This is an optimization exercise on Yosys and OpenROAD, whose aim is small area, not a production implementation. In this exercise RTL edits were held to simulation tests only and were not proved equivalent to the original. The clock input has no modelled driver; a real chip could not lean on it and would need a root buffer or a full tree. Power is estimated from default activity; no workload was simulated.

==> flow/design.v (excerpt) <==
module quantizer_link (
    input  wire        clk,
    input  wire        rst_s,
    input  wire        trig_in,
    input  wire        sample_valid,
    input  wire [15:0] sample_raw,
    input  wire        tu_tick,
    input  wire        tx_tick,
    output wire [7:0]  bus_out,
    output wire        fault_out,
    output wire        ready,
    input  wire        rst_r,
    input  wire        cap_in,
    input  wire        frt_tick,
    input  wire [7:0]  bus_in,
    output wire [7:0]  duty_a_out,
    output wire [7:0]  duty_b_out,
    output wire        alert_out
);
    ql_sampler u_su (
        .clk          (clk),
        .rst          (rst_s),
        .trig_in      (trig_in),
        .sample_valid (sample_valid),
        .sample_raw   (sample_raw),
        .tu_tick      (tu_tick),
        .tx_tick      (tx_tick),
        .bus_out      (bus_out),
        .fault_out    (fault_out),
        .ready        (ready)
    );
    ql_receiver u_ru (
        .clk        (clk),
        .rst        (rst_r),
        .cap_in     (cap_in),
        .frt_tick   (frt_tick),
        .bus_in     (bus_in),
        .duty_a_out (duty_a_out),
        .duty_b_out (duty_b_out),
        .alert_out  (alert_out)
    );
endmodule
Size in the first run: ~36 flip-flops, ~60 I/O pins, ~0.0014 mm^2 of cells after synthesis.
Settings: LEC_CHECK=0, CAP_MARGIN=20, CORE_AREA=2 2 60 60, DIE_AREA=0 0 62 62, PLACE_DENSITY=0.8, SLEW_MARGIN=20; clock period 5.0 ns.
standard.sh (not shown) runs the stock make flow with config.mk's settings and CLKGATE_MAP_FILE= SYNTH_SCRIPT=/design/flow/synth_recipe.tcl, a recipe that flattens the netlist after the stock synthesis.
==> flow/flow/run.sh <==
#!/bin/bash
# Own layout flow: the standard ORFS flow, with
#  - an area-oriented ABC mapping script in synthesis, without the adder-cell step
#    (registers unchanged),
#  - the smallest buffer (buf_1) on every input and output port,
#  - one tie cell shared by the constant outputs,
set -euo pipefail
W=$(pwd)
rm -rf "$W/scripts_c"
cp -r "$FLOW_HOME/scripts" "$W/scripts_c"
cp "$W/flow/abc_area.script" "$W/scripts_c/abc_speed.script"
sed -i 's|^log_cmd clock_tree_synthesis .*|source $::env(MANUAL_CTS_TCL); manual_cts $::env(MANUAL_CTS_TARGET) $::env(MANUAL_CTS_CHOICES)|' "$W/scripts_c/cts.tcl"
grep -q manual_cts "$W/scripts_c/cts.tcl"
export SCRIPTS_DIR="$W/scripts_c"
export MANUAL_CTS_TCL="$W/flow/manual_cts.tcl"
B=sky130_fd_sc_hd_
export MANUAL_CTS_TARGET=0.112
export MANUAL_CTS_CHOICES="{${B}_buf_4 ${B}_buf_4 ${B}_buf_4} {${B}_buf_6 ${B}_buf_6} {${B}_buf_4 ${B}_buf_4 ${B}_buf_4 ${B}_buf_4} {${B}_clkbuf_8 ${B}_clkbuf_8} {${B}_buf_8 ${B}_buf_8} {${B}_buf_6 ${B}_buf_6 ${B}_buf_6}"
export BUFFER_PORTS_ARGS="-buffer_cell sky130_fd_sc_hd__buf_1"
export SKIP_REPAIR_TIE_FANOUT=1
export ADDER_MAP_FILE=
bash standard.sh > "$W/standard.log" 2>&1
Other scripts of this flow, unchanged in this note and not shown: flow/flow/abc_area.script, flow/flow/manual_cts.tcl
Edit:
--- a/flow/flow/run.sh
+++ b/flow/flow/run.sh
@@ -6,0 +7,2 @@
+#  - a one-level clock tree (manual_cts.tcl) in place of TritonCTS's H-tree.
+# Each tool's output goes to a log file in this folder.
Total power stays the same.
Setup slack does not change.
Maximum frequency does not change.
Worst hold slack is unchanged.
Cell count does not change.
Final area does not change.
Via count stays the same.
No run of this note takes its clock network from TritonCTS; it comes from the design's own scripts or RTL.

run A:
The RTL this note starts from:
==> flow/design.v <==
module ql_sampler (
    input  wire        clk,
    input  wire        rst,           
    input  wire        trig_in,
    input  wire        sample_valid,
    input  wire [15:0] sample_raw,    
    input  wire        tu_tick,
    input  wire        tx_tick,
    output wire [7:0]  bus_out,
    output wire        fault_out,
    output wire        ready
);
    localparam signed [15:0] BOUND = 16'sd15000;
    reg  [1:0] ph;
    reg        c;
    reg  [4:0] level;
    reg  [4:0] frame_lo;
    wire armed = ph[1] | ph[0];
    wire cool  = armed & c;
    wire signed [15:0] r        = sample_raw;
    wire               in_range = (r >= -BOUND) && (r <= BOUND);
    wire        [4:0]  q        = {~sample_raw[14], sample_raw[13:10]};
    wire do_validate = sample_valid && armed && !c;
    wire do_tx       = tx_tick && armed;
    always @(posedge clk) begin
        if (rst) begin
            ph       <= 2'b00;
            c        <= 1'b0;
            level    <= 5'd0;
            frame_lo <= 5'd0;
        end else begin
            if (!armed) begin
                c  <= trig_in;
                ph <= {1'b0, c && !trig_in};
            end else begin
                if (tx_tick)
                    ph <= {1'b1, ph == 2'b10};
                if (c)
                    c <= !tu_tick;
                else
                    c <= sample_valid && !in_range;
            end
            if (do_validate && in_range)
                level <= q;
            if (do_tx)
                frame_lo <= level;
        end
    end
    assign bus_out   = {ph[1] & ph[0], 2'b00, frame_lo};
    assign fault_out = cool;
    assign ready     = armed && !c;
endmodule
module ql_receiver (
    input  wire       clk,
    input  wire       rst,            
    input  wire       cap_in,
    input  wire       frt_tick,
    input  wire [7:0] bus_in,
    output wire [7:0] duty_a_out,
    output wire [7:0] duty_b_out,
    output wire       alert_out
);
    localparam [14:0] DET_MASK = 15'h7aef;
    localparam [14:0] DET_VAL  = 15'h3da6 & 15'h7aef;
    reg [14:0] lfsr;
    reg        alert;
    reg        cap_prev;
    reg        cap_pend;
    reg [4:0]  duty;
    reg [4:0] duty_new;
    always @(*) begin
        case (bus_in[4:0])
            5'd0: duty_new = 5'd4;
            5'd1: duty_new = 5'd4;
            5'd2: duty_new = 5'd5;
            5'd3: duty_new = 5'd5;
            5'd4: duty_new = 5'd6;
            5'd5: duty_new = 5'd7;
            5'd6: duty_new = 5'd7;
            5'd7: duty_new = 5'd8;
            5'd8: duty_new = 5'd9;
            5'd9: duty_new = 5'd9;
            5'd10: duty_new = 5'd10;
            5'd11: duty_new = 5'd10;
            5'd12: duty_new = 5'd11;
            5'd13: duty_new = 5'd12;
            5'd14: duty_new = 5'd12;
            5'd15: duty_new = 5'd13;
            5'd16: duty_new = 5'd14;
            5'd17: duty_new = 5'd14;
            5'd18: duty_new = 5'd15;
            5'd19: duty_new = 5'd15;
            5'd20: duty_new = 5'd16;
            5'd21: duty_new = 5'd17;
            5'd22: duty_new = 5'd17;
            5'd23: duty_new = 5'd18;
            5'd24: duty_new = 5'd19;
            5'd25: duty_new = 5'd19;
            5'd26: duty_new = 5'd20;
            5'd27: duty_new = 5'd20;
            5'd28: duty_new = 5'd21;
            5'd29: duty_new = 5'd22;
            5'd30: duty_new = 5'd22;
            5'd31: duty_new = 5'd23;
            default: duty_new = 5'd0;
        endcase
    end
    wire [14:0] lfsr_next = {lfsr[13:0], ~(lfsr[14] ^ lfsr[3])};
    wire        expired   = (lfsr & DET_MASK) == DET_VAL;
    always @(posedge clk) begin
        if (rst) begin
            lfsr     <= 15'd0;
            alert    <= 1'b0;
            cap_prev <= 1'b1;
            cap_pend <= 1'b0;
            duty     <= 5'd0;
        end else begin
            cap_prev <= cap_in;
            cap_pend <= !cap_prev && cap_in;
            if (cap_pend) begin
                alert <= 1'b0;
                lfsr  <= {14'd0, frt_tick};
                duty  <= duty_new;
            end else begin
                if (frt_tick)
                    lfsr <= lfsr_next;
                if (expired)
                    alert <= 1'b1;
            end
        end
    end
    assign duty_a_out = {3'b000, duty};
    assign duty_b_out = {3'b000, duty};
    assign alert_out  = alert;
endmodule
module quantizer_link (
    input  wire        clk,
    input  wire        rst_s,
    input  wire        trig_in,
    input  wire        sample_valid,
    input  wire [15:0] sample_raw,
    input  wire        tu_tick,
    input  wire        tx_tick,
    output wire [7:0]  bus_out,
    output wire        fault_out,
    output wire        ready,
    input  wire        rst_r,
    input  wire        cap_in,
    input  wire        frt_tick,
    input  wire [7:0]  bus_in,
    output wire [7:0]  duty_a_out,
    output wire [7:0]  duty_b_out,
    output wire        alert_out
);
    ql_sampler u_su (
        .clk          (clk),
        .rst          (rst_s),
        .trig_in      (trig_in),
        .sample_valid (sample_valid),
        .sample_raw   (sample_raw),
        .tu_tick      (tu_tick),
        .tx_tick      (tx_tick),
        .bus_out      (bus_out),
        .fault_out    (fault_out),
        .ready        (ready)
    );
    ql_receiver u_ru (
        .clk        (clk),
        .rst        (rst_r),
        .cap_in     (cap_in),
        .frt_tick   (frt_tick),
        .bus_in     (bus_in),
        .duty_a_out (duty_a_out),
        .duty_b_out (duty_b_out),
        .alert_out  (alert_out)
    );
endmodule
==> flow/config.mk <==
export PLATFORM = sky130hd
export DESIGN_NAME = quantizer_link
export DESIGN_NICKNAME = quantizer_link
export VERILOG_FILES = /design/flow/design.v
export SDC_FILE = /design/flow/constraint.sdc
export NUM_CORES = 4
export LEC_CHECK = 0
export CAP_MARGIN = 0
export CORE_AREA = 2 2 60 60
export DIE_AREA = 0 0 62 62
export PLACE_DENSITY = 0.8
export SLEW_MARGIN = 20
==> flow/constraint.sdc <==
create_clock -name core_clock -period 5.0 [get_ports {clk}]
set_input_delay 1.0000 -clock core_clock [delete_from_list [all_inputs] [get_ports {clk}]]
set_output_delay 1.0000 -clock core_clock [all_outputs]
set_load 0.01 [all_outputs]
==> flow/flow/run.sh <==
#!/bin/bash
# Own layout flow: the standard ORFS flow, with
#  - an area-oriented ABC mapping script in synthesis, without the adder-cell step
#    (registers unchanged),
#  - the smallest buffer (buf_1) on every input and output port,
#  - one tie cell shared by the constant outputs,
#  - a one-level clock tree (manual_cts.tcl) in place of TritonCTS's H-tree.
# Each tool's output goes to a log file in this folder.
set -euo pipefail
W=$(pwd)
rm -rf "$W/scripts_c"
cp -r "$FLOW_HOME/scripts" "$W/scripts_c"
cp "$W/flow/abc_area.script" "$W/scripts_c/abc_speed.script"
sed -i 's|^log_cmd clock_tree_synthesis .*|source $::env(MANUAL_CTS_TCL); manual_cts $::env(MANUAL_CTS_TARGET) $::env(MANUAL_CTS_CHOICES)|' "$W/scripts_c/cts.tcl"
grep -q manual_cts "$W/scripts_c/cts.tcl"
export SCRIPTS_DIR="$W/scripts_c"
export MANUAL_CTS_TCL="$W/flow/manual_cts.tcl"
B=sky130_fd_sc_hd_
export MANUAL_CTS_TARGET=0.112
export MANUAL_CTS_CHOICES="{${B}_buf_4 ${B}_buf_4 ${B}_buf_4} {${B}_buf_6 ${B}_buf_6} {${B}_buf_4 ${B}_buf_4 ${B}_buf_4 ${B}_buf_4} {${B}_clkbuf_8 ${B}_clkbuf_8} {${B}_buf_8 ${B}_buf_8} {${B}_buf_6 ${B}_buf_6 ${B}_buf_6}"
export BUFFER_PORTS_ARGS="-buffer_cell sky130_fd_sc_hd__buf_1"
export SKIP_REPAIR_TIE_FANOUT=1
export ADDER_MAP_FILE=
bash standard.sh > "$W/standard.log" 2>&1
Other scripts of this flow, unchanged in this note and not shown: flow/flow/abc_area.script, flow/flow/manual_cts.tcl
Changes in run B relative to run A:
- changing CAP_MARGIN from 0 to 20
- Between run B and run A, the reported clock group power does not differ in any meaningful way.
- Proportion of power drawn by combinational gates of run A is on par with run B.
- From run A to run B, synthesized-area fraction occupied by and/or/nand/nor cells did not move at all.
- Minimum setup slack among reg-to-reg paths delta (run A -> run B): insignificant
- Reported for run B and run A, setup slack turned out identical to the last digit.
- Summary of run B over run A: hold slack essentially unchanged; max-cap check violation count essentially unchanged; area after synthesis essentially unchanged; non-clock inverter total of the final layout essentially unchanged.
No run of this note takes its clock network from TritonCTS; it comes from the design's own scripts or RTL.

[re-timing with driven ports]
The results above use ideal ports. As a check the final layouts listed here were re-extracted and re-timed, cells and wires unchanged.
Step 1: set_driving_cell puts a clkbuf_16 on clk and a buf_2 on each other input, an assumption about the parent block.
Step 2 adds t to the input delays and takes it off the output delays; t is the mean of the earliest and latest rising clock arrival at the registers after step 1. Input paths then give back, and output paths get back, about the clock's delay inside the block.
Three values: no drivers, after step 1, after step 2; two values: the first two.
run	t, ns	slack for setup (ns)	latest minus earliest clock arrival (ns)	worst register clock-pin slew, ns	cell pins on the clock port's net
the first run of note 1	0.177	2.029 / 2.042 / 1.865	0.011 / 0.010	0.11 / 0.11	3
the second run of note 1	0.177	2.029 / 2.042 / 1.865	0.011 / 0.010	0.11 / 0.11	3
run A	0.177	2.103 / 2.121 / 1.944	0.003 / 0.003	0.10 / 0.10	3
run B	0.177	2.103 / 2.121 / 1.944	0.003 / 0.003	0.10 / 0.10	3
After both steps every run listed still meets setup and hold.
